Context: an optimization exercise on an open-source flow, tuned for a short achievable clock period. The choices shown serve that exercise and are no tape-out recipe. Power and IR drop assume default switching activity.

== the baseline ==
Design sport_frame_decoder, start of the top module:
module sport_frame_decoder (
    input  wire        clk,
    input  wire        rst,         
    input  wire        in_valid,
    input  wire [7:0]  in_data,
    output wire        frame_valid,
    output wire [71:0] frame_data,
    output wire        evt_valid,
    output wire [3:0]  evt_kind,
    output wire [31:0] evt_value
);
Size in the first run: roughly 620 cells after synthesis, ~78 flip-flops.
==> module sport_frame_decoder, before the edit <==
module sport_frame_decoder (
    input  wire        clk,
    input  wire        rst,         
    input  wire        in_valid,
    input  wire [7:0]  in_data,
    output wire        frame_valid,
    output wire [71:0] frame_data,
    output wire        evt_valid,
    output wire [3:0]  evt_kind,
    output wire [31:0] evt_value
);
    localparam [7:0] START     = 8'h7E;
    localparam [7:0] ESC       = 8'h7D;
    localparam [7:0] ESC_XOR   = 8'h20;
    localparam [7:0] DEVICE_ID = 8'h1B;
    localparam [7:0] FRAME_TYPE= 8'h10;
    reg       s_idle, s_pay, s_esc;
    reg [3:0] cur;
    reg       p8, e8;
    reg [63:0] fb;
    reg       acc_q;
    reg [3:0] kind_q;
    wire step   = in_valid && !rst;
    wire is_esc = (in_data == ESC);
    wire wr     = step && (s_esc || (s_pay && !is_esc));
    wire [7:0] wdata = s_esc ? (in_data ^ ESC_XOR) : in_data;
    wire [3:0] cur_next = cur + 4'd1;
    always @(posedge clk) begin
        if (rst) begin
            s_idle <= 1'b1;
            s_pay  <= 1'b0;
            s_esc  <= 1'b0;
            cur    <= 4'd0;
            p8     <= 1'b0;
            e8     <= 1'b0;
        end else if (in_valid) begin
            if (s_idle) begin
                if (in_data == START) begin
                    s_idle <= 1'b0;
                    s_pay  <= 1'b1;
                    cur    <= 4'd0;
                end
            end else if (s_pay) begin
                if (is_esc) begin
                    s_pay <= 1'b0;
                    s_esc <= 1'b1;
                    e8    <= p8;
                    p8    <= 1'b0;
                end else begin
                    cur    <= cur_next;
                    s_idle <= p8;
                    s_pay  <= !p8;
                    p8     <= (cur == 4'd7);
                    e8     <= 1'b0;
                end
            end else if (s_esc) begin
                cur    <= cur_next;
                s_idle <= e8;
                s_esc  <= 1'b0;
                s_pay  <= !e8;
                p8     <= (cur == 4'd7);
                e8     <= 1'b0;
            end
        end
    end
    always @(posedge clk) begin
        if (wr)
            fb <= {wdata, fb[63:8]};
    end
    wire [7:0]  device_id    = fb[15:8];
    wire [7:0]  frame_type   = fb[23:16];
    wire [15:0] data_type_id = fb[39:24];
    reg       known;
    reg [3:0] kind;
    always @(*) begin
        known = 1'b1;
        kind  = 4'd0;
        case (data_type_id)
            16'h0600: kind = 4'd0;    
            16'h0800: kind = 4'd1;    
            16'h0210: kind = 4'd2;    
            16'h0910: kind = 4'd3;    
            16'h0200: kind = 4'd4;    
            16'h0840: kind = 4'd5;    
            16'hF101: kind = 4'd6;    
            16'h0400: kind = 4'd7;    
            16'h0410: kind = 4'd8;    
            16'h0100: kind = 4'd9;    
            16'h0820: kind = 4'd10;   
            16'h0420: kind = 4'd11;   
            16'h0830: kind = 4'd12;   
            16'h0430: kind = 4'd13;   
            16'h0440: kind = 4'd14;   
            16'h0110: kind = 4'd15;   
            default:  known = 1'b0;
        endcase
    end
    always @(posedge clk) begin
        if (wr && cur == 4'd7) begin
            acc_q  <= (device_id == DEVICE_ID) && (frame_type == FRAME_TYPE) && known;
            kind_q <= kind;
        end
    end
    localparam integer NA = 102;      
    localparam integer G  = 4;        
    localparam integer ND = (NA + G - 1) / G;
    wire        ep8 = e8 | p8;
    wire        e8n = ~e8;
    wire [3:0]  kv  = acc_q ? kind_q : 4'd0;
    wire [31:0] vv  = acc_q ? fb[63:32] : 32'd0;
    wire [NA-1:0] src = {vv, kv, acc_q, fb, 1'b1};
    wire [NA-1:0] zn  = ~(ep8 ? src : {NA{1'b0}});
    wire [NA-1:0] a_out;
    wire [ND-1:0] cn;
    genvar g, j;
    generate
        for (g = 0; g < ND; g = g + 1) begin : dec
            sfd_dec u_dec (
                .v(in_valid), .r(rst), .d(in_data), .e8n(e8n), .cn(cn[g])
            );
        end
        for (j = 0; j < NA; j = j + 1) begin : bitg
            g_nor2 u_bit (.a(cn[j / G]), .b(zn[j]), .y(a_out[j]));
        end
    endgenerate
    wire       ln;
    wire [7:0] dn;
    sfd_decl u_ldec (
        .v(in_valid), .r(rst), .d(in_data), .e8n(e8n), .en(ep8), .cn(ln)
    );
    generate
        for (j = 0; j < 8; j = j + 1) begin : lastg
            if (j == 5) begin : fl
                g_xnor2 u_x (.a(in_data[j]), .b(e8), .y(dn[j]));
            end else begin : pl
                g_inv u_i (.a(in_data[j]), .y(dn[j]));
            end
            g_nor2 u_bit (.a(ln), .b(dn[j]), .y(frame_data[64 + j]));
        end
    endgenerate
    assign frame_valid       = a_out[0];
    assign frame_data[63:0]  = a_out[64:1];
    assign evt_valid         = a_out[65];
    assign evt_kind          = a_out[69:66];
    assign evt_value         = a_out[101:70];
endmodule
==> module sfd_dec, before the edit <==
module sfd_dec (
    input  wire       v,
    input  wire       r,
    input  wire [7:0] d,
    input  wire       e8n,
    output wire       cn
);
    wire nlo, nhi, eqlo, eqhi, m, vr;
    g_nand4b u_lo  (.an(d[1]), .b(d[0]), .c(d[2]), .d(d[3]), .y(nlo));
    g_nand4b u_hi  (.an(d[7]), .b(d[4]), .c(d[5]), .d(d[6]), .y(nhi));
    g_inv    u_ilo (.a(nlo), .y(eqlo));
    g_inv    u_ihi (.a(nhi), .y(eqhi));
    g_nand3  u_m   (.a(eqlo), .b(eqhi), .c(e8n), .y(m));
    g_vr2    u_vr  (.v(v), .r(r), .y(vr));
    g_nand2  u_cn  (.a(vr), .b(m), .y(cn));
endmodule
Settings: LEC_CHECK=0, CAP_MARGIN=20, CORE_MARGIN=2, CORE_UTILIZATION=45, SETUP_SLACK_MARGIN=3.2, SLEW_MARGIN=20, SYNTH_HIERARCHICAL=1; clock period 6.0 ns.
run.sh (not shown) runs the stock make flow with config.mk's settings and CLKGATE_MAP_FILE= SYNTH_SCRIPT=/design/flow/synth_recipe.tcl, a recipe that flattens the netlist after the stock synthesis.
Modified inputs, the candidate compared to the baseline
==> flow/design.v, changed modules only <==
module sport_frame_decoder (
    input  wire        clk,
    input  wire        rst,         
    input  wire        in_valid,
    input  wire [7:0]  in_data,
    output wire        frame_valid,
    output wire [71:0] frame_data,
    output wire        evt_valid,
    output wire [3:0]  evt_kind,
    output wire [31:0] evt_value
);
    localparam [7:0] START     = 8'h7E;
    localparam [7:0] ESC       = 8'h7D;
    localparam [7:0] ESC_XOR   = 8'h20;
    localparam [7:0] DEVICE_ID = 8'h1B;
    localparam [7:0] FRAME_TYPE= 8'h10;
    reg       s_idle, s_pay, s_esc;
    reg [3:0] cur;
    reg       p8, e8;
    reg [63:0] fb;
    reg       acc_q;
    reg [3:0] kind_q;
    wire step   = in_valid && !rst;
    wire is_esc = (in_data == ESC);
    wire wr     = step && (s_esc || (s_pay && !is_esc));
    wire [7:0] wdata = s_esc ? (in_data ^ ESC_XOR) : in_data;
    wire [3:0] cur_next = cur + 4'd1;
    always @(posedge clk) begin
        if (rst) begin
            s_idle <= 1'b1;
            s_pay  <= 1'b0;
            s_esc  <= 1'b0;
            cur    <= 4'd0;
            p8     <= 1'b0;
            e8     <= 1'b0;
        end else if (in_valid) begin
            if (s_idle) begin
                if (in_data == START) begin
                    s_idle <= 1'b0;
                    s_pay  <= 1'b1;
                    cur    <= 4'd0;
                end
            end else if (s_pay) begin
                if (is_esc) begin
                    s_pay <= 1'b0;
                    s_esc <= 1'b1;
                    e8    <= p8;
                    p8    <= 1'b0;
                end else begin
                    cur    <= cur_next;
                    s_idle <= p8;
                    s_pay  <= !p8;
                    p8     <= (cur == 4'd7);
                    e8     <= 1'b0;
                end
            end else if (s_esc) begin
                cur    <= cur_next;
                s_idle <= e8;
                s_esc  <= 1'b0;
                s_pay  <= !e8;
                p8     <= (cur == 4'd7);
                e8     <= 1'b0;
            end
        end
    end
    always @(posedge clk) begin
        if (wr)
            fb <= {wdata, fb[63:8]};
    end
    wire [7:0]  device_id    = fb[15:8];
    wire [7:0]  frame_type   = fb[23:16];
    wire [15:0] data_type_id = fb[39:24];
    reg       known;
    reg [3:0] kind;
    always @(*) begin
        known = 1'b1;
        kind  = 4'd0;
        case (data_type_id)
            16'h0600: kind = 4'd0;    
            16'h0800: kind = 4'd1;    
            16'h0210: kind = 4'd2;    
            16'h0910: kind = 4'd3;    
            16'h0200: kind = 4'd4;    
            16'h0840: kind = 4'd5;    
            16'hF101: kind = 4'd6;    
            16'h0400: kind = 4'd7;    
            16'h0410: kind = 4'd8;    
            16'h0100: kind = 4'd9;    
            16'h0820: kind = 4'd10;   
            16'h0420: kind = 4'd11;   
            16'h0830: kind = 4'd12;   
            16'h0430: kind = 4'd13;   
            16'h0440: kind = 4'd14;   
            16'h0110: kind = 4'd15;   
            default:  known = 1'b0;
        endcase
    end
    always @(posedge clk) begin
        if (wr && cur == 4'd7) begin
            acc_q  <= (device_id == DEVICE_ID) && (frame_type == FRAME_TYPE) && known;
            kind_q <= kind;
        end
    end
    localparam integer NA = 102;      
    localparam integer G  = 4;        
    localparam integer ND = (NA + G - 1) / G;
    wire        ep8 = e8 | p8;
    wire        e8n = ~e8;
    wire [3:0]  kv  = acc_q ? kind_q : 4'd0;
    wire [31:0] vv  = acc_q ? fb[63:32] : 32'd0;
    wire [NA-1:0] src = {vv, kv, acc_q, fb, 1'b1};
    wire [NA-1:0] zn  = ~(ep8 ? src : {NA{1'b0}});
    wire [NA-1:0] a_out;
    wire [ND-1:0] cn;
    localparam integer NN = (ND + 1) / 2;
    wire [NN-1:0] nlo, nhi;
    genvar g, j;
    generate
        for (g = 0; g < NN; g = g + 1) begin : nib
            sfd_nib u_nib (.d(in_data), .nlo(nlo[g]), .nhi(nhi[g]));
        end
        for (g = 0; g < ND; g = g + 1) begin : dec
            sfd_dec u_dec (
                .v(in_valid), .r(rst), .nlo(nlo[g / 2]), .nhi(nhi[g / 2]),
                .e8n(e8n), .cn(cn[g])
            );
        end
        for (j = 0; j < NA; j = j + 1) begin : bitg
            g_nor2 u_bit (.a(cn[j / G]), .b(zn[j]), .y(a_out[j]));
        end
    endgenerate
    wire [1:0] ln;
    wire [7:0] dn;
    sfd_decl u_ldec0 (
        .v(in_valid), .r(rst), .d(in_data), .e8n(e8n), .en(ep8), .cn(ln[0])
    );
    sfd_decl u_ldec1 (
        .v(in_valid), .r(rst), .d(in_data), .e8n(e8n), .en(ep8), .cn(ln[1])
    );
    generate
        for (j = 0; j < 8; j = j + 1) begin : lastg
            if (j == 5) begin : fl
                g_xnor2 u_x (.a(in_data[j]), .b(e8), .y(dn[j]));
            end else begin : pl
                g_inv u_i (.a(in_data[j]), .y(dn[j]));
            end
            g_nor2 u_bit (.a(ln[j / 4]), .b(dn[j]), .y(frame_data[64 + j]));
        end
    endgenerate
    assign frame_valid       = a_out[0];
    assign frame_data[63:0]  = a_out[64:1];
    assign evt_valid         = a_out[65];
    assign evt_kind          = a_out[69:66];
    assign evt_value         = a_out[101:70];
endmodule
module sfd_dec (
    input  wire       v,
    input  wire       r,
    input  wire       nlo,
    input  wire       nhi,
    input  wire       e8n,
    output wire       cn
);
    wire eqlo, eqhi, m, vr;
    g_inv    u_ilo (.a(nlo), .y(eqlo));
    g_inv    u_ihi (.a(nhi), .y(eqhi));
    g_nand3  u_m   (.a(eqlo), .b(eqhi), .c(e8n), .y(m));
    g_vr2    u_vr  (.v(v), .r(r), .y(vr));
    g_nand2  u_cn  (.a(vr), .b(m), .y(cn));
endmodule
module sfd_nib (
    input  wire [7:0] d,
    output wire       nlo,
    output wire       nhi
);
    g_nand4b u_lo  (.an(d[1]), .b(d[0]), .c(d[2]), .d(d[3]), .y(nlo));
    g_nand4b u_hi  (.an(d[7]), .b(d[4]), .c(d[5]), .d(d[6]), .y(nhi));
endmodule
Findings:
| fraction of area in registers | the candidate vs the baseline | 0.74 points higher |. On parity-gate share of the synthesized area counting xor and xnor cells, the candidate tracks the baseline almost exactly. Against the baseline, die area in the candidate fell by a few percent. Count of flip-flops with a built-in enable after synthesis delta (the baseline -> the candidate): insignificant. From the baseline to the candidate, number of buffers inserted by hold repair at cts did not move at all. The run showing the smaller actual slew at the worst max-slew pin is the baseline. Taking the baseline as the reference point, the met1 routing resource usage after global routing of the candidate rises by 0.42 points. Taking the baseline as the reference, in the candidate setup slack dropped 0.025 ns, power consumption rose 0.025 mW, non-clock buffer share of cell area saw a decrease. Area of all placed cells without fillers for the candidate is lower than for the baseline. Between the baseline and the candidate, the flow reports synthesized area decreasing by a few percent. In the candidate relative to the baseline, via count had gone down by a few percent.
No run of this note included a check of the RTL's function; only the layout flow was run.

[static timing again, ports no longer ideal]
Ports are ideal in the flow. The routed layouts listed here were re-timed in OpenROAD.
Step 1 (the two cells are an assumption about what drives the block):
set clk [get_ports {clk}]
set_driving_cell -lib_cell sky130_fd_sc_hd__clkbuf_16 $clk
set_driving_cell -lib_cell sky130_fd_sc_hd__buf_2 [delete_from_list [all_inputs] $clk]
Step 2 adds t to the input delays and takes it off the output delays; t is the mean of the earliest and latest rising clock arrival at the registers after step 1. Input paths then give back, and output paths get back, about the clock's delay inside the block.
a / b / c = ideal / step 1 / step 2; a / b = the first two.
run | shift t [ns] | setup slack, ns | worst setup path at the end | worst register clock-pin slew, ns | pins driven straight from the clock port
the baseline | 0.376 | 2.735 / 2.510 / 2.510 | input to output | 0.06 / 0.06 | 1
the candidate | 0.378 | 2.709 / 2.546 / 2.546 | input to output | 0.06 / 0.06 | 1
After both steps every run listed still meets setup and hold. For the baseline, which loses most, drivers alone change the setup slack by -0.225 ns; drivers and shift together by -0.225 ns.
